Source: an optimization exercise on an open RTL-to-GDS flow (aim: small area and a short achievable clock period). Production flows keep margins and buffers that such runs may drop.
Only simulation tests tie the RTL to the original design; equivalence was not proved.

`flow/config.mk`:
```
export PLATFORM = sky130hd
export DESIGN_NAME = rlwe_alu
export DESIGN_NICKNAME = rlwe_alu
export VERILOG_FILES = /design/flow/design.v
export SDC_FILE = /design/flow/constraint.sdc
export NUM_CORES = 4
export LEC_CHECK = 0
export CAP_MARGIN = 20
export CORE_MARGIN = 2
export CORE_UTILIZATION = 40
export SLEW_MARGIN = 20
```
`flow/run.sh`:
```
#!/bin/bash
# synth_recipe.tcl (not shown) runs the flow's synth.tcl, then flattens the netlist and writes it again
# the make line also repeats each setting of config.mk as NAME=value (left out here)
make -C /OpenROAD-flow-scripts/flow DESIGN_CONFIG=/design/flow/config.mk WORK_HOME=/design/flow/orfs CLKGATE_MAP_FILE= SYNTH_SCRIPT=/design/flow/synth_recipe.tcl finish
```
`flow/constraint.sdc`:
```
create_clock -name core_clock -period 26.0 [get_ports {clk}]
set_input_delay 5.2000 -clock core_clock [delete_from_list [all_inputs] [get_ports {clk}]]
set_output_delay 5.2000 -clock core_clock [all_outputs]
set_load 0.01 [all_outputs]
```
`flow/design.v`:
```
module rlwe_alu (
    input  wire        clk,
    input  wire        rst,         
    input  wire        in_valid,
    input  wire [2:0]  in_op,
    input  wire [31:0] in_a,
    input  wire [31:0] in_b,
    input  wire [31:0] in_c,
    output wire        out_valid,
    output wire [31:0] out_y0,
    output wire [31:0] out_y1
);
    wire [17:0] ta = 18'd11622
        + {17'd0, in_a[0]}
        + ({17'd0, in_a[1]} << 1)
        + ({17'd0, in_a[2]} << 2)
        + ({17'd0, in_a[3]} << 3)
        + ({17'd0, in_a[4]} << 4)
        + ({17'd0, in_a[5]} << 5)
        + ({17'd0, in_a[6]} << 6)
        + ({17'd0, in_a[7]} << 7)
        + ({17'd0, in_a[8]} << 8)
        + ({17'd0, in_a[9]} << 9)
        + ({17'd0, in_a[10]} << 10)
        + ({17'd0, in_a[11]} << 11)
        + ({17'd0, in_a[12]} << 12)
        + ({17'd0, in_a[13]} << 13)
        + {17'd0, ~in_a[14]}
        + ({17'd0, in_a[14]} << 12)
        + ({17'd0, ~in_a[15]} << 1)
        + ({17'd0, in_a[15]} << 13)
        + {17'd0, ~in_a[16]}
        + ({17'd0, ~in_a[16]} << 2)
        + ({17'd0, in_a[16]} << 12)
        + ({17'd0, ~in_a[17]} << 1)
        + ({17'd0, ~in_a[17]} << 3)
        + ({17'd0, in_a[17]} << 13)
        + {17'd0, ~in_a[18]}
        + ({17'd0, ~in_a[18]} << 2)
        + ({17'd0, ~in_a[18]} << 4)
        + ({17'd0, in_a[18]} << 12)
        + ({17'd0, ~in_a[19]} << 1)
        + ({17'd0, ~in_a[19]} << 3)
        + ({17'd0, ~in_a[19]} << 5)
        + ({17'd0, in_a[19]} << 13)
        + {17'd0, ~in_a[20]}
        + ({17'd0, ~in_a[20]} << 2)
        + ({17'd0, ~in_a[20]} << 4)
        + ({17'd0, ~in_a[20]} << 6)
        + ({17'd0, in_a[20]} << 12)
        + ({17'd0, ~in_a[21]} << 1)
        + ({17'd0, ~in_a[21]} << 3)
        + ({17'd0, ~in_a[21]} << 5)
        + ({17'd0, ~in_a[21]} << 7)
        + ({17'd0, in_a[21]} << 13)
        + {17'd0, ~in_a[22]}
        + ({17'd0, ~in_a[22]} << 2)
        + ({17'd0, ~in_a[22]} << 4)
        + ({17'd0, ~in_a[22]} << 6)
        + ({17'd0, ~in_a[22]} << 8)
        + ({17'd0, in_a[22]} << 12)
        + ({17'd0, ~in_a[23]} << 1)
        + ({17'd0, ~in_a[23]} << 3)
        + ({17'd0, ~in_a[23]} << 5)
        + ({17'd0, ~in_a[23]} << 7)
        + ({17'd0, ~in_a[23]} << 9)
        + ({17'd0, in_a[23]} << 13)
        + {17'd0, ~in_a[24]}
        + ({17'd0, ~in_a[24]} << 2)
        + ({17'd0, ~in_a[24]} << 4)
        + ({17'd0, ~in_a[24]} << 6)
        + ({17'd0, ~in_a[24]} << 8)
        + ({17'd0, ~in_a[24]} << 10)
        + ({17'd0, in_a[24]} << 12)
        + ({17'd0, ~in_a[25]} << 1)
        + ({17'd0, ~in_a[25]} << 3)
        + ({17'd0, ~in_a[25]} << 5)
        + ({17'd0, ~in_a[25]} << 7)
        + ({17'd0, ~in_a[25]} << 9)
        + ({17'd0, ~in_a[25]} << 11)
        + ({17'd0, in_a[25]} << 13)
        + {17'd0, ~in_a[26]}
        + ({17'd0, ~in_a[26]} << 2)
        + ({17'd0, ~in_a[26]} << 4)
        + ({17'd0, ~in_a[26]} << 6)
        + ({17'd0, ~in_a[26]} << 8)
        + ({17'd0, ~in_a[26]} << 10)
        + ({17'd0, ~in_a[27]} << 1)
        + ({17'd0, ~in_a[27]} << 3)
        + ({17'd0, ~in_a[27]} << 5)
        + ({17'd0, ~in_a[27]} << 7)
        + ({17'd0, ~in_a[27]} << 9)
        + ({17'd0, ~in_a[27]} << 11)
        + ({17'd0, ~in_a[28]} << 2)
        + ({17'd0, ~in_a[28]} << 4)
        + ({17'd0, ~in_a[28]} << 6)
        + ({17'd0, ~in_a[28]} << 8)
        + ({17'd0, ~in_a[28]} << 10)
        + ({17'd0, ~in_a[28]} << 12)
        + {17'd0, in_a[29]}
        + ({17'd0, ~in_a[29]} << 3)
        + ({17'd0, ~in_a[29]} << 5)
        + ({17'd0, ~in_a[29]} << 7)
        + ({17'd0, ~in_a[29]} << 9)
        + ({17'd0, in_a[29]} << 11)
        + ({17'd0, in_a[30]} << 1)
        + ({17'd0, ~in_a[30]} << 4)
        + ({17'd0, ~in_a[30]} << 6)
        + ({17'd0, ~in_a[30]} << 8)
        + ({17'd0, ~in_a[30]} << 10)
        + ({17'd0, in_a[30]} << 12)
        + ({17'd0, ~in_a[31]} << 2)
        + ({17'd0, in_a[31]} << 5)
        + ({17'd0, in_a[31]} << 7)
        + ({17'd0, in_a[31]} << 9)
        + ({17'd0, in_a[31]} << 11)
        + ({17'd0, ~in_a[31]} << 13);
    wire [17:0] tb = 18'd11622
        + {17'd0, in_b[0]}
        + ({17'd0, in_b[1]} << 1)
        + ({17'd0, in_b[2]} << 2)
        + ({17'd0, in_b[3]} << 3)
        + ({17'd0, in_b[4]} << 4)
        + ({17'd0, in_b[5]} << 5)
        + ({17'd0, in_b[6]} << 6)
        + ({17'd0, in_b[7]} << 7)
        + ({17'd0, in_b[8]} << 8)
        + ({17'd0, in_b[9]} << 9)
        + ({17'd0, in_b[10]} << 10)
        + ({17'd0, in_b[11]} << 11)
        + ({17'd0, in_b[12]} << 12)
        + ({17'd0, in_b[13]} << 13)
        + {17'd0, ~in_b[14]}
        + ({17'd0, in_b[14]} << 12)
        + ({17'd0, ~in_b[15]} << 1)
        + ({17'd0, in_b[15]} << 13)
        + {17'd0, ~in_b[16]}
        + ({17'd0, ~in_b[16]} << 2)
        + ({17'd0, in_b[16]} << 12)
        + ({17'd0, ~in_b[17]} << 1)
        + ({17'd0, ~in_b[17]} << 3)
        + ({17'd0, in_b[17]} << 13)
        + {17'd0, ~in_b[18]}
        + ({17'd0, ~in_b[18]} << 2)
        + ({17'd0, ~in_b[18]} << 4)
        + ({17'd0, in_b[18]} << 12)
        + ({17'd0, ~in_b[19]} << 1)
        + ({17'd0, ~in_b[19]} << 3)
        + ({17'd0, ~in_b[19]} << 5)
        + ({17'd0, in_b[19]} << 13)
        + {17'd0, ~in_b[20]}
        + ({17'd0, ~in_b[20]} << 2)
        + ({17'd0, ~in_b[20]} << 4)
        + ({17'd0, ~in_b[20]} << 6)
        + ({17'd0, in_b[20]} << 12)
        + ({17'd0, ~in_b[21]} << 1)
        + ({17'd0, ~in_b[21]} << 3)
        + ({17'd0, ~in_b[21]} << 5)
        + ({17'd0, ~in_b[21]} << 7)
        + ({17'd0, in_b[21]} << 13)
        + {17'd0, ~in_b[22]}
        + ({17'd0, ~in_b[22]} << 2)
        + ({17'd0, ~in_b[22]} << 4)
        + ({17'd0, ~in_b[22]} << 6)
        + ({17'd0, ~in_b[22]} << 8)
        + ({17'd0, in_b[22]} << 12)
        + ({17'd0, ~in_b[23]} << 1)
        + ({17'd0, ~in_b[23]} << 3)
        + ({17'd0, ~in_b[23]} << 5)
        + ({17'd0, ~in_b[23]} << 7)
        + ({17'd0, ~in_b[23]} << 9)
        + ({17'd0, in_b[23]} << 13)
        + {17'd0, ~in_b[24]}
        + ({17'd0, ~in_b[24]} << 2)
        + ({17'd0, ~in_b[24]} << 4)
        + ({17'd0, ~in_b[24]} << 6)
        + ({17'd0, ~in_b[24]} << 8)
        + ({17'd0, ~in_b[24]} << 10)
        + ({17'd0, in_b[24]} << 12)
        + ({17'd0, ~in_b[25]} << 1)
        + ({17'd0, ~in_b[25]} << 3)
        + ({17'd0, ~in_b[25]} << 5)
        + ({17'd0, ~in_b[25]} << 7)
        + ({17'd0, ~in_b[25]} << 9)
        + ({17'd0, ~in_b[25]} << 11)
        + ({17'd0, in_b[25]} << 13)
        + {17'd0, ~in_b[26]}
        + ({17'd0, ~in_b[26]} << 2)
        + ({17'd0, ~in_b[26]} << 4)
        + ({17'd0, ~in_b[26]} << 6)
        + ({17'd0, ~in_b[26]} << 8)
        + ({17'd0, ~in_b[26]} << 10)
        + ({17'd0, ~in_b[27]} << 1)
        + ({17'd0, ~in_b[27]} << 3)
        + ({17'd0, ~in_b[27]} << 5)
        + ({17'd0, ~in_b[27]} << 7)
        + ({17'd0, ~in_b[27]} << 9)
        + ({17'd0, ~in_b[27]} << 11)
        + ({17'd0, ~in_b[28]} << 2)
        + ({17'd0, ~in_b[28]} << 4)
        + ({17'd0, ~in_b[28]} << 6)
        + ({17'd0, ~in_b[28]} << 8)
        + ({17'd0, ~in_b[28]} << 10)
        + ({17'd0, ~in_b[28]} << 12)
        + {17'd0, in_b[29]}
        + ({17'd0, ~in_b[29]} << 3)
        + ({17'd0, ~in_b[29]} << 5)
        + ({17'd0, ~in_b[29]} << 7)
        + ({17'd0, ~in_b[29]} << 9)
        + ({17'd0, in_b[29]} << 11)
        + ({17'd0, in_b[30]} << 1)
        + ({17'd0, ~in_b[30]} << 4)
        + ({17'd0, ~in_b[30]} << 6)
        + ({17'd0, ~in_b[30]} << 8)
        + ({17'd0, ~in_b[30]} << 10)
        + ({17'd0, in_b[30]} << 12)
        + ({17'd0, ~in_b[31]} << 2)
        + ({17'd0, in_b[31]} << 5)
        + ({17'd0, in_b[31]} << 7)
        + ({17'd0, in_b[31]} << 9)
        + ({17'd0, in_b[31]} << 11)
        + ({17'd0, ~in_b[31]} << 13);
    wire [17:0] tc = 18'd11622
        + {17'd0, in_c[0]}
        + ({17'd0, in_c[1]} << 1)
        + ({17'd0, in_c[2]} << 2)
        + ({17'd0, in_c[3]} << 3)
        + ({17'd0, in_c[4]} << 4)
        + ({17'd0, in_c[5]} << 5)
        + ({17'd0, in_c[6]} << 6)
        + ({17'd0, in_c[7]} << 7)
        + ({17'd0, in_c[8]} << 8)
        + ({17'd0, in_c[9]} << 9)
        + ({17'd0, in_c[10]} << 10)
        + ({17'd0, in_c[11]} << 11)
        + ({17'd0, in_c[12]} << 12)
        + ({17'd0, in_c[13]} << 13)
        + {17'd0, ~in_c[14]}
        + ({17'd0, in_c[14]} << 12)
        + ({17'd0, ~in_c[15]} << 1)
        + ({17'd0, in_c[15]} << 13)
        + {17'd0, ~in_c[16]}
        + ({17'd0, ~in_c[16]} << 2)
        + ({17'd0, in_c[16]} << 12)
        + ({17'd0, ~in_c[17]} << 1)
        + ({17'd0, ~in_c[17]} << 3)
        + ({17'd0, in_c[17]} << 13)
        + {17'd0, ~in_c[18]}
        + ({17'd0, ~in_c[18]} << 2)
        + ({17'd0, ~in_c[18]} << 4)
        + ({17'd0, in_c[18]} << 12)
        + ({17'd0, ~in_c[19]} << 1)
        + ({17'd0, ~in_c[19]} << 3)
        + ({17'd0, ~in_c[19]} << 5)
        + ({17'd0, in_c[19]} << 13)
        + {17'd0, ~in_c[20]}
        + ({17'd0, ~in_c[20]} << 2)
        + ({17'd0, ~in_c[20]} << 4)
        + ({17'd0, ~in_c[20]} << 6)
        + ({17'd0, in_c[20]} << 12)
        + ({17'd0, ~in_c[21]} << 1)
        + ({17'd0, ~in_c[21]} << 3)
        + ({17'd0, ~in_c[21]} << 5)
        + ({17'd0, ~in_c[21]} << 7)
        + ({17'd0, in_c[21]} << 13)
        + {17'd0, ~in_c[22]}
        + ({17'd0, ~in_c[22]} << 2)
        + ({17'd0, ~in_c[22]} << 4)
        + ({17'd0, ~in_c[22]} << 6)
        + ({17'd0, ~in_c[22]} << 8)
        + ({17'd0, in_c[22]} << 12)
        + ({17'd0, ~in_c[23]} << 1)
        + ({17'd0, ~in_c[23]} << 3)
        + ({17'd0, ~in_c[23]} << 5)
        + ({17'd0, ~in_c[23]} << 7)
        + ({17'd0, ~in_c[23]} << 9)
        + ({17'd0, in_c[23]} << 13)
        + {17'd0, ~in_c[24]}
        + ({17'd0, ~in_c[24]} << 2)
        + ({17'd0, ~in_c[24]} << 4)
        + ({17'd0, ~in_c[24]} << 6)
        + ({17'd0, ~in_c[24]} << 8)
        + ({17'd0, ~in_c[24]} << 10)
        + ({17'd0, in_c[24]} << 12)
        + ({17'd0, ~in_c[25]} << 1)
        + ({17'd0, ~in_c[25]} << 3)
        + ({17'd0, ~in_c[25]} << 5)
        + ({17'd0, ~in_c[25]} << 7)
        + ({17'd0, ~in_c[25]} << 9)
        + ({17'd0, ~in_c[25]} << 11)
        + ({17'd0, in_c[25]} << 13)
        + {17'd0, ~in_c[26]}
        + ({17'd0, ~in_c[26]} << 2)
        + ({17'd0, ~in_c[26]} << 4)
        + ({17'd0, ~in_c[26]} << 6)
        + ({17'd0, ~in_c[26]} << 8)
        + ({17'd0, ~in_c[26]} << 10)
        + ({17'd0, ~in_c[27]} << 1)
        + ({17'd0, ~in_c[27]} << 3)
        + ({17'd0, ~in_c[27]} << 5)
        + ({17'd0, ~in_c[27]} << 7)
        + ({17'd0, ~in_c[27]} << 9)
        + ({17'd0, ~in_c[27]} << 11)
        + ({17'd0, ~in_c[28]} << 2)
        + ({17'd0, ~in_c[28]} << 4)
        + ({17'd0, ~in_c[28]} << 6)
        + ({17'd0, ~in_c[28]} << 8)
        + ({17'd0, ~in_c[28]} << 10)
        + ({17'd0, ~in_c[28]} << 12)
        + {17'd0, in_c[29]}
        + ({17'd0, ~in_c[29]} << 3)
        + ({17'd0, ~in_c[29]} << 5)
        + ({17'd0, ~in_c[29]} << 7)
        + ({17'd0, ~in_c[29]} << 9)
        + ({17'd0, in_c[29]} << 11)
        + ({17'd0, in_c[30]} << 1)
        + ({17'd0, ~in_c[30]} << 4)
        + ({17'd0, ~in_c[30]} << 6)
        + ({17'd0, ~in_c[30]} << 8)
        + ({17'd0, ~in_c[30]} << 10)
        + ({17'd0, in_c[30]} << 12)
        + ({17'd0, ~in_c[31]} << 2)
        + ({17'd0, in_c[31]} << 5)
        + ({17'd0, in_c[31]} << 7)
        + ({17'd0, in_c[31]} << 9)
        + ({17'd0, in_c[31]} << 11)
        + ({17'd0, ~in_c[31]} << 13);
    reg v1;
    always @(posedge clk) v1 <= rst ? 1'b0 : in_valid;
    reg  [2:0] op1;
    always @(posedge clk) op1 <= in_op;
    reg  [17:0] ta1;
    always @(posedge clk) ta1 <= ta;
    reg  [17:0] tb1;
    always @(posedge clk) tb1 <= tb;
    reg  [17:0] tc1;
    always @(posedge clk) tc1 <= tc;
    reg  [31:0] sa1;
    always @(posedge clk) sa1 <= in_a;
    reg  [7:0] sk1;
    always @(posedge clk) sk1 <= in_b[7:0];
    reg [13:0] ra_t;
    always @(*) begin
        case (ta1[17:13])
            5'd0: ra_t = 14'd0;
            5'd1: ra_t = 14'd8192;
            5'd2: ra_t = 14'd4095;
            5'd3: ra_t = 14'd12287;
            5'd4: ra_t = 14'd8190;
            5'd5: ra_t = 14'd4093;
            5'd6: ra_t = 14'd12285;
            5'd7: ra_t = 14'd8188;
            5'd8: ra_t = 14'd4091;
            5'd9: ra_t = 14'd12283;
            5'd10: ra_t = 14'd8186;
            5'd11: ra_t = 14'd4089;
            5'd12: ra_t = 14'd12281;
            5'd13: ra_t = 14'd8184;
            5'd14: ra_t = 14'd4087;
            5'd15: ra_t = 14'd12279;
            5'd16: ra_t = 14'd8182;
            5'd17: ra_t = 14'd4085;
            5'd18: ra_t = 14'd12277;
            5'd19: ra_t = 14'd8180;
            5'd20: ra_t = 14'd4083;
            5'd21: ra_t = 14'd12275;
            5'd22: ra_t = 14'd8178;
            5'd23: ra_t = 14'd4081;
            5'd24: ra_t = 14'd12273;
            5'd25: ra_t = 14'd8176;
            5'd26: ra_t = 14'd4079;
            5'd27: ra_t = 14'd12271;
            5'd28: ra_t = 14'd8174;
            5'd29: ra_t = 14'd4077;
            5'd30: ra_t = 14'd12269;
            5'd31: ra_t = 14'd8172;
            default: ra_t = 14'd0;
        endcase
    end
    wire [14:0] ra_s = {2'b0, ta1[12:0]} + {1'b0, ra_t};
    wire [15:0] ra_d = {1'b0, ra_s} - 16'd12289;
    wire [13:0] ra = ra_d[15] ? ra_s[13:0] : ra_d[13:0];
    reg [13:0] rb_t;
    always @(*) begin
        case (tb1[17:13])
            5'd0: rb_t = 14'd0;
            5'd1: rb_t = 14'd8192;
            5'd2: rb_t = 14'd4095;
            5'd3: rb_t = 14'd12287;
            5'd4: rb_t = 14'd8190;
            5'd5: rb_t = 14'd4093;
            5'd6: rb_t = 14'd12285;
            5'd7: rb_t = 14'd8188;
            5'd8: rb_t = 14'd4091;
            5'd9: rb_t = 14'd12283;
            5'd10: rb_t = 14'd8186;
            5'd11: rb_t = 14'd4089;
            5'd12: rb_t = 14'd12281;
            5'd13: rb_t = 14'd8184;
            5'd14: rb_t = 14'd4087;
            5'd15: rb_t = 14'd12279;
            5'd16: rb_t = 14'd8182;
            5'd17: rb_t = 14'd4085;
            5'd18: rb_t = 14'd12277;
            5'd19: rb_t = 14'd8180;
            5'd20: rb_t = 14'd4083;
            5'd21: rb_t = 14'd12275;
            5'd22: rb_t = 14'd8178;
            5'd23: rb_t = 14'd4081;
            5'd24: rb_t = 14'd12273;
            5'd25: rb_t = 14'd8176;
            5'd26: rb_t = 14'd4079;
            5'd27: rb_t = 14'd12271;
            5'd28: rb_t = 14'd8174;
            5'd29: rb_t = 14'd4077;
            5'd30: rb_t = 14'd12269;
            5'd31: rb_t = 14'd8172;
            default: rb_t = 14'd0;
        endcase
    end
    wire [14:0] rb_s = {2'b0, tb1[12:0]} + {1'b0, rb_t};
    wire [15:0] rb_d = {1'b0, rb_s} - 16'd12289;
    wire [13:0] rb = rb_d[15] ? rb_s[13:0] : rb_d[13:0];
    reg [13:0] rc_t;
    always @(*) begin
        case (tc1[17:13])
            5'd0: rc_t = 14'd0;
            5'd1: rc_t = 14'd8192;
            5'd2: rc_t = 14'd4095;
            5'd3: rc_t = 14'd12287;
            5'd4: rc_t = 14'd8190;
            5'd5: rc_t = 14'd4093;
            5'd6: rc_t = 14'd12285;
            5'd7: rc_t = 14'd8188;
            5'd8: rc_t = 14'd4091;
            5'd9: rc_t = 14'd12283;
            5'd10: rc_t = 14'd8186;
            5'd11: rc_t = 14'd4089;
            5'd12: rc_t = 14'd12281;
            5'd13: rc_t = 14'd8184;
            5'd14: rc_t = 14'd4087;
            5'd15: rc_t = 14'd12279;
            5'd16: rc_t = 14'd8182;
            5'd17: rc_t = 14'd4085;
            5'd18: rc_t = 14'd12277;
            5'd19: rc_t = 14'd8180;
            5'd20: rc_t = 14'd4083;
            5'd21: rc_t = 14'd12275;
            5'd22: rc_t = 14'd8178;
            5'd23: rc_t = 14'd4081;
            5'd24: rc_t = 14'd12273;
            5'd25: rc_t = 14'd8176;
            5'd26: rc_t = 14'd4079;
            5'd27: rc_t = 14'd12271;
            5'd28: rc_t = 14'd8174;
            5'd29: rc_t = 14'd4077;
            5'd30: rc_t = 14'd12269;
            5'd31: rc_t = 14'd8172;
            default: rc_t = 14'd0;
        endcase
    end
    wire [14:0] rc_s = {2'b0, tc1[12:0]} + {1'b0, rc_t};
    wire [15:0] rc_d = {1'b0, rc_s} - 16'd12289;
    wire [13:0] rc = rc_d[15] ? rc_s[13:0] : rc_d[13:0];
    wire [14:0] ab_s  = {1'b0, ra} + {1'b0, rb};
    wire [15:0] ab_d  = {1'b0, ab_s} - 16'd12289;
    wire [13:0] add_ab = ab_d[15] ? ab_s[13:0] : ab_d[13:0];
    wire [14:0] sb_d  = {1'b0, ra} - {1'b0, rb};
    wire [14:0] sb_e  = sb_d + 15'd12289;
    wire [13:0] sub_ab = sb_d[14] ? sb_e[13:0] : sb_d[13:0];
    wire [14:0] g_d = {11'd0, add_ab[13:10]} - {1'b0, add_ab[9:0], 3'b0} - {3'b0, add_ab[9:0], 2'b0};
    wire [14:0] g_e = g_d + 15'd12289;
    wire [13:0] gsn = g_d[14] ? g_e[13:0] : g_d[13:0];
    wire op_smul = op1 == 3'd1;
    wire op_ct   = op1 == 3'd4;
    wire op_gs   = op1 == 3'd5 || op1 == 3'd6;
    wire [13:0] m0 = op_ct ? rb : op_gs ? sub_ab : ra;
    wire [13:0] m1 = (op_ct || op_gs) ? rc : rb;
    wire [31:0] xm = op_smul ? sa1 : {18'd0, m0};
    wire [13:0] ym = op_smul ? {6'd0, sk1} : m1;
    reg  [13:0] zz;
    always @(*) begin
        case (op1)
            3'd0, 3'd4: zz = ra;
            3'd3:       zz = rc;
            3'd5:       zz = add_ab;
            3'd6:       zz = gsn;
            default:    zz = 14'd0;
        endcase
    end
    reg v2;
    always @(posedge clk) v2 <= rst ? 1'b0 : v1;
    reg  [2:0] op2;
    always @(posedge clk) op2 <= op1;
    reg  [31:0] x2;
    always @(posedge clk) x2 <= xm;
    reg  [13:0] y2;
    always @(posedge clk) y2 <= ym;
    reg  [13:0] z2;
    always @(posedge clk) z2 <= zz;
    wire [31:0] pm = x2 * {24'd0, y2[7:0]} + ({18'd0, x2[13:0]} * {26'd0, y2[13:8]} << 8);
    reg v3;
    always @(posedge clk) v3 <= rst ? 1'b0 : v2;
    reg  [2:0] op3;
    always @(posedge clk) op3 <= op2;
    reg  [31:0] p3;
    always @(posedge clk) p3 <= pm;
    reg  [13:0] z3;
    always @(posedge clk) z3 <= z2;
    wire [13:0] za = (op3 == 3'd3) ? z3 : 14'd0;
    wire [16:0] tp = 17'd2740
        + {16'd0, p3[0]}
        + ({16'd0, p3[1]} << 1)
        + ({16'd0, p3[2]} << 2)
        + ({16'd0, p3[3]} << 3)
        + ({16'd0, p3[4]} << 4)
        + ({16'd0, p3[5]} << 5)
        + ({16'd0, p3[6]} << 6)
        + ({16'd0, p3[7]} << 7)
        + ({16'd0, p3[8]} << 8)
        + ({16'd0, p3[9]} << 9)
        + ({16'd0, p3[10]} << 10)
        + ({16'd0, p3[11]} << 11)
        + ({16'd0, p3[12]} << 12)
        + ({16'd0, p3[13]} << 13)
        + {16'd0, ~p3[14]}
        + ({16'd0, p3[14]} << 12)
        + ({16'd0, ~p3[15]} << 1)
        + ({16'd0, p3[15]} << 13)
        + {16'd0, ~p3[16]}
        + ({16'd0, ~p3[16]} << 2)
        + ({16'd0, p3[16]} << 12)
        + ({16'd0, ~p3[17]} << 1)
        + ({16'd0, ~p3[17]} << 3)
        + ({16'd0, p3[17]} << 13)
        + {16'd0, ~p3[18]}
        + ({16'd0, ~p3[18]} << 2)
        + ({16'd0, ~p3[18]} << 4)
        + ({16'd0, p3[18]} << 12)
        + ({16'd0, ~p3[19]} << 1)
        + ({16'd0, ~p3[19]} << 3)
        + ({16'd0, ~p3[19]} << 5)
        + ({16'd0, p3[19]} << 13)
        + {16'd0, ~p3[20]}
        + ({16'd0, ~p3[20]} << 2)
        + ({16'd0, ~p3[20]} << 4)
        + ({16'd0, ~p3[20]} << 6)
        + ({16'd0, p3[20]} << 12)
        + ({16'd0, ~p3[21]} << 1)
        + ({16'd0, ~p3[21]} << 3)
        + ({16'd0, ~p3[21]} << 5)
        + ({16'd0, ~p3[21]} << 7)
        + ({16'd0, p3[21]} << 13)
        + {16'd0, ~p3[22]}
        + ({16'd0, ~p3[22]} << 2)
        + ({16'd0, ~p3[22]} << 4)
        + ({16'd0, ~p3[22]} << 6)
        + ({16'd0, ~p3[22]} << 8)
        + ({16'd0, p3[22]} << 12)
        + ({16'd0, ~p3[23]} << 1)
        + ({16'd0, ~p3[23]} << 3)
        + ({16'd0, ~p3[23]} << 5)
        + ({16'd0, ~p3[23]} << 7)
        + ({16'd0, ~p3[23]} << 9)
        + ({16'd0, p3[23]} << 13)
        + {16'd0, ~p3[24]}
        + ({16'd0, ~p3[24]} << 2)
        + ({16'd0, ~p3[24]} << 4)
        + ({16'd0, ~p3[24]} << 6)
        + ({16'd0, ~p3[24]} << 8)
        + ({16'd0, ~p3[24]} << 10)
        + ({16'd0, p3[24]} << 12)
        + ({16'd0, ~p3[25]} << 1)
        + ({16'd0, ~p3[25]} << 3)
        + ({16'd0, ~p3[25]} << 5)
        + ({16'd0, ~p3[25]} << 7)
        + ({16'd0, ~p3[25]} << 9)
        + ({16'd0, ~p3[25]} << 11)
        + ({16'd0, p3[25]} << 13)
        + {16'd0, ~p3[26]}
        + ({16'd0, ~p3[26]} << 2)
        + ({16'd0, ~p3[26]} << 4)
        + ({16'd0, ~p3[26]} << 6)
        + ({16'd0, ~p3[26]} << 8)
        + ({16'd0, ~p3[26]} << 10)
        + ({16'd0, ~p3[27]} << 1)
        + ({16'd0, ~p3[27]} << 3)
        + ({16'd0, ~p3[27]} << 5)
        + ({16'd0, ~p3[27]} << 7)
        + ({16'd0, ~p3[27]} << 9)
        + ({16'd0, ~p3[27]} << 11)
        + {16'd0, za[0]}
        + ({16'd0, za[1]} << 1)
        + ({16'd0, za[2]} << 2)
        + ({16'd0, za[3]} << 3)
        + ({16'd0, za[4]} << 4)
        + ({16'd0, za[5]} << 5)
        + ({16'd0, za[6]} << 6)
        + ({16'd0, za[7]} << 7)
        + ({16'd0, za[8]} << 8)
        + ({16'd0, za[9]} << 9)
        + ({16'd0, za[10]} << 10)
        + ({16'd0, za[11]} << 11)
        + ({16'd0, za[12]} << 12)
        + ({16'd0, za[13]} << 13);
    wire v4 = v3;
    wire [2:0] op4 = op3;
    wire [16:0] tp4 = tp;
    wire [13:0] z4 = z3;
    wire [31:0] p4 = p3;
    reg [13:0] vv_t;
    always @(*) begin
        case (tp4[16:13])
            4'd0: vv_t = 14'd0;
            4'd1: vv_t = 14'd8192;
            4'd2: vv_t = 14'd4095;
            4'd3: vv_t = 14'd12287;
            4'd4: vv_t = 14'd8190;
            4'd5: vv_t = 14'd4093;
            4'd6: vv_t = 14'd12285;
            4'd7: vv_t = 14'd8188;
            4'd8: vv_t = 14'd4091;
            4'd9: vv_t = 14'd12283;
            4'd10: vv_t = 14'd8186;
            4'd11: vv_t = 14'd4089;
            4'd12: vv_t = 14'd12281;
            4'd13: vv_t = 14'd8184;
            4'd14: vv_t = 14'd4087;
            4'd15: vv_t = 14'd12279;
            default: vv_t = 14'd0;
        endcase
    end
    wire [14:0] vv_s = {2'b0, tp4[12:0]} + {1'b0, vv_t};
    wire [15:0] vv_d = {1'b0, vv_s} - 16'd12289;
    wire [13:0] vv = vv_d[15] ? vv_s[13:0] : vv_d[13:0];
    reg v5;
    always @(posedge clk) v5 <= rst ? 1'b0 : v4;
    reg  [2:0] op5;
    always @(posedge clk) op5 <= op4;
    reg  [13:0] v5d;
    always @(posedge clk) v5d <= vv;
    reg  [13:0] z5;
    always @(posedge clk) z5 <= z4;
    reg  [31:0] p5;
    always @(posedge clk) p5 <= p4;
    wire [14:0] e_s = {1'b0, z5} + {1'b0, v5d};
    wire [15:0] e_d = {1'b0, e_s} - 16'd12289;
    wire [13:0] ct0 = e_d[15] ? e_s[13:0] : e_d[13:0];
    wire [14:0] f_d = {1'b0, z5} - {1'b0, v5d};
    wire [14:0] f_e = f_d + 15'd12289;
    wire [13:0] ct1 = f_d[14] ? f_e[13:0] : f_d[13:0];
    reg [31:0] y0, y1;
    always @(*) begin
        y0 = 32'd0;
        y1 = 32'd0;
        case (op5)
            3'd0:       y0 = {18'd0, z5};
            3'd1:       y0 = p5;
            3'd2, 3'd3: y0 = {18'd0, v5d};
            3'd4: begin
                y0 = {18'd0, ct0};
                y1 = {18'd0, ct1};
            end
            3'd5, 3'd6: begin
                y0 = {18'd0, z5};
                y1 = {18'd0, v5d};
            end
            default: ;
        endcase
    end
    reg v6;
    always @(posedge clk) v6 <= rst ? 1'b0 : v5;
    reg  [31:0] y06;
    always @(posedge clk) y06 <= y0;
    reg  [31:0] y16;
    always @(posedge clk) y16 <= y1;
    assign out_valid = v6;
    assign out_y0 = y06;
    assign out_y1 = y16;
endmodule
```
==> run notes <==
routing by layer:
metal | GRT usage | wire, µm
met1 | 0.256 | 42700
met2 | 0.326 | 44400
met3 | 0.0232 | 3630
met4 | 0.0502 | 2350
met5 | 0 | 27
cells in the final DEF, fill, tap and decap left out, types with 11 or more instances in the layout:
master / netlist / layout
inv_1: 750 / 750
fa_1: 511 / 511
nand2_1: 391 / 391
ha_1: 368 / 368
dfxtp_1: 332 / 328
nor2_1: 216 / 215
xnor2_1: 211 / 210
a21oi_1: 186 / 186
o21ai_0: 176 / 176
and2_1: 162 / 162
clkdlybuf4s50_1: 0 / 148
xor2_1: 77 / 77
a21o_1: 58 / 58
o21bai_1: 55 / 55
nand3_1: 54 / 54
nor3_1: 54 / 54
and3_1: 45 / 45
clkbuf_16: 0 / 41
a221oi_1: 39 / 39
mux2i_1: 33 / 33
a21boi_0: 29 / 29
nor2b_1: 29 / 29
o211ai_1: 25 / 25
mux2_2: 25 / 25
o21a_1: 24 / 24
nand2b_1: 22 / 22
or3_1: 21 / 21
a211oi_1: 20 / 20
o22ai_1: 20 / 20
or2_2: 18 / 18
conb_1: 1 / 18
o221ai_1: 14 / 14
a22oi_1: 13 / 13
o31ai_1: 12 / 12
a31oi_1: 11 / 11
nor4_1: 11 / 11
buf_4: 22 / 11
state kept, by name, summed over array words and instances, names as in the netlist, 8 cells and up:
name	flops
x2	32
p3	32
z3	14
tb1	13
v5d	14
sa1	32
p5	32
tc1	13
rb_t	8
ra_t	8
z5	14
y06	32
y2	14
z2	14
rc_t	8
sk1	8
y16	14
ta1	13
final cells by class:
type / instances / area (µm²)
Multi-Input combinational cell: 3080 / 28300
Clock buffer: 47 / 1080
Inverter: 756 / 2840
Fill cell: 9347 / 52600
Sequential cell: 332 / 6650
Clock inverter: 27 / 377
Timing Repair Buffer: 159 / 1560
Tap cell: 1265 / 1580
critical path, delay by kind of cell:
kind	cells	cell delay, ns
compound gates	14	2.63
xor+xnor	1	0.23
fa+ha+maj	6	2.31
buf+inv	5	1.14
simple gates	3	0.80
kinds of logic after synthesis:
| group | Yosys count |
|---|---|
| buffers and inverters | 909 |
| xor gates and xnor gates | 292 |
| muxes | 59 |
| DFF | 332 |
| other | 1 |
| and+or+nand+nor | 1058 |
| AOI/OAI and AO/OA | 774 |
| adders and majority gates | 879 |
final timing paths:
check,end,slack [ns],depth (start not counted)
worst min register to register,op3[2],0.30,0
worst max-delay path,ra_t[0],14.17,29
worst max register to register,v5d[12],14.39,49
worst min-delay path,op3[2],0.30,0
through the flow:
| stage | utilization | instances | area (µm²) |
|---|---|---|---|
| finish | 0.447 | 5666 | 42400 |
| global route | 0.447 | 5666 | 42400 |
| CTS | 0.446 | 5666 | 42400 |
| detailed placement | 0.431 | 5592 | 41000 |
| global placement | 0.431 | 5592 | 41000 |
| floorplan | - | 4321 | 38500 |
==> out/metrics.yaml <==
min_path:
  min_from: "op2[2]"
  hold_class: "reg2reg"
global_routing:
  antenna_found_initial: 2
  grtUsageTotal: 0.191
  grt_pass1_wl_um: 152000
  grt_pass1_vias: 28761
  grt_max_degree: 66
  grt-ovfl-total: 0
place:
  gp_congestion: 0.908
  pre_cts_ws_ns: 13.64
  port_buffers: 148
  dpl.hpwl_um: 77300
clocking:
  cts_tree: "done"
  cts_resized: 0
  cts_sinks: 332
  numCtsBuffers: 40
  cts.clk_slew.worst_paths_ns: 0.06
  clockRootBuffer: "clkbuf_16"
  post_cts_buffers: 0
  postCtsHoldBufs: 0
  clk_path_buf_depth: 3
  clk-insertion-delay-late_ns: 0.60
  cts_max_level: 2
route:
  via_count: 28324
  dr.first_iter.drc_count: 1750
  wire_per_inst_um: 16.4
  avgViaCountPerCell: 5.00
  postRouteAntennaNets: 0
  dr.pass1.iters: 6
  drcViolationCount: 0
  drt_wl_total_um: 93100
timing:
  setup_ws_ns: 14.17
  finalHoldViolCount: 0
  finalMaxSlewViolations: 0
  tns_ns: 0
  finalCritPeriodShare: 0.455
  skew_ns: 0.0372
  setup_viol: 0
  worst_pin_slew_ns: 1.13
  min_period_ns: 11.83
  rsz0062_at_grt: "no"
  max_freq_mhz: 84.5
  whs_ns: 0.304
  slew_headroom: 0.242
floorplanning:
  die_y_um: 314
  rows: 113
  dieArea_um2: 98500
  core_um2: 95000
  io_pins: 167
  initial_core_util: 0.404
  die_w_um: 314
finish:
  final_nets: 5350
  antenna_cells: 0
  drive_above_1_share: 0.0395
  syn2layout_area_growth_pct: 10.5
synthesis:
  yosysWarnings: 1
  ys_types: 99
  syn_area_um2: 38400
  yosysMostFrequentCell: "inv_1"
  synth_mux_area_frac: 0.0165
  synth_top_family_by_area: "adder cells"
  synth_edf_count: 0
  yosys-top-cells-count: "inv_1 (750), fa_1 (511), nand2_1 (391), ha_1 (368), dfxtp_1 (332)"
  async_flop_share: 0
  ys_seq_area_frac: 0.173
  syn_inst: 4304
  synth-simple-area-share: 0.132
  syn_avg_cell_area_um2: 8.92
  synth_seq_cells: 332
  ys.flop_type: "dfxtp_1"
  synth_top_cell_by_area: "fa_1"
  synth_top_area_share: 0.266
  synth_area_leaders: "fa_1 (27%), dfxtp_1 (17%), ha_1 (12%)"
  synth_compound_area_frac: 0.134
  synth_xor_area_frac: 0.0678
  synth_fa_ha_area_frac: 0.386
setup_path:
  path_class: "in2reg"
  cp_common_cell: "o21ai_0"
  worst_setup_path_end_kind: "register"
  max_stage_delay_ns: 0.66
  critPathMaxFanout: 12
  required_ns: 26.50
  crit_arrival_ns: 12.32
  cp-startpoint: "in_a[26]"
  start_kind: "input pin"
  crit_slowest_cell: "clkdlybuf4s50_1"
  r2r_start: "op3[1]"
job:
  maxCapViolCount: 0
status:
  status: "complete, no violations"

## separate check: timing with driven ports
How much do the figures lean on ideal ports? The routed layout below was timed once more, with nothing changed but the port constraints. Step 1: set_driving_cell puts a clkbuf_16 on clk and a buf_2 on each other input, an assumption about the parent block. Step 2 times the ports against the registers' clock, not the clock port: input delays grow and output delays shrink by t, the midpoint of the rising clock arrivals with the driver on. a / b / c = ideal ports / drivers / drivers and shift; a / b = the first two.
t, ns: 0.647
slack for setup (ns): 14.171 / 14.208 / 13.561
cell pins on the clock port's net: 1
After both steps setup and hold are still met in this run. For this run, drivers alone change the setup slack by +0.037 ns; drivers and shift together by -0.610 ns.
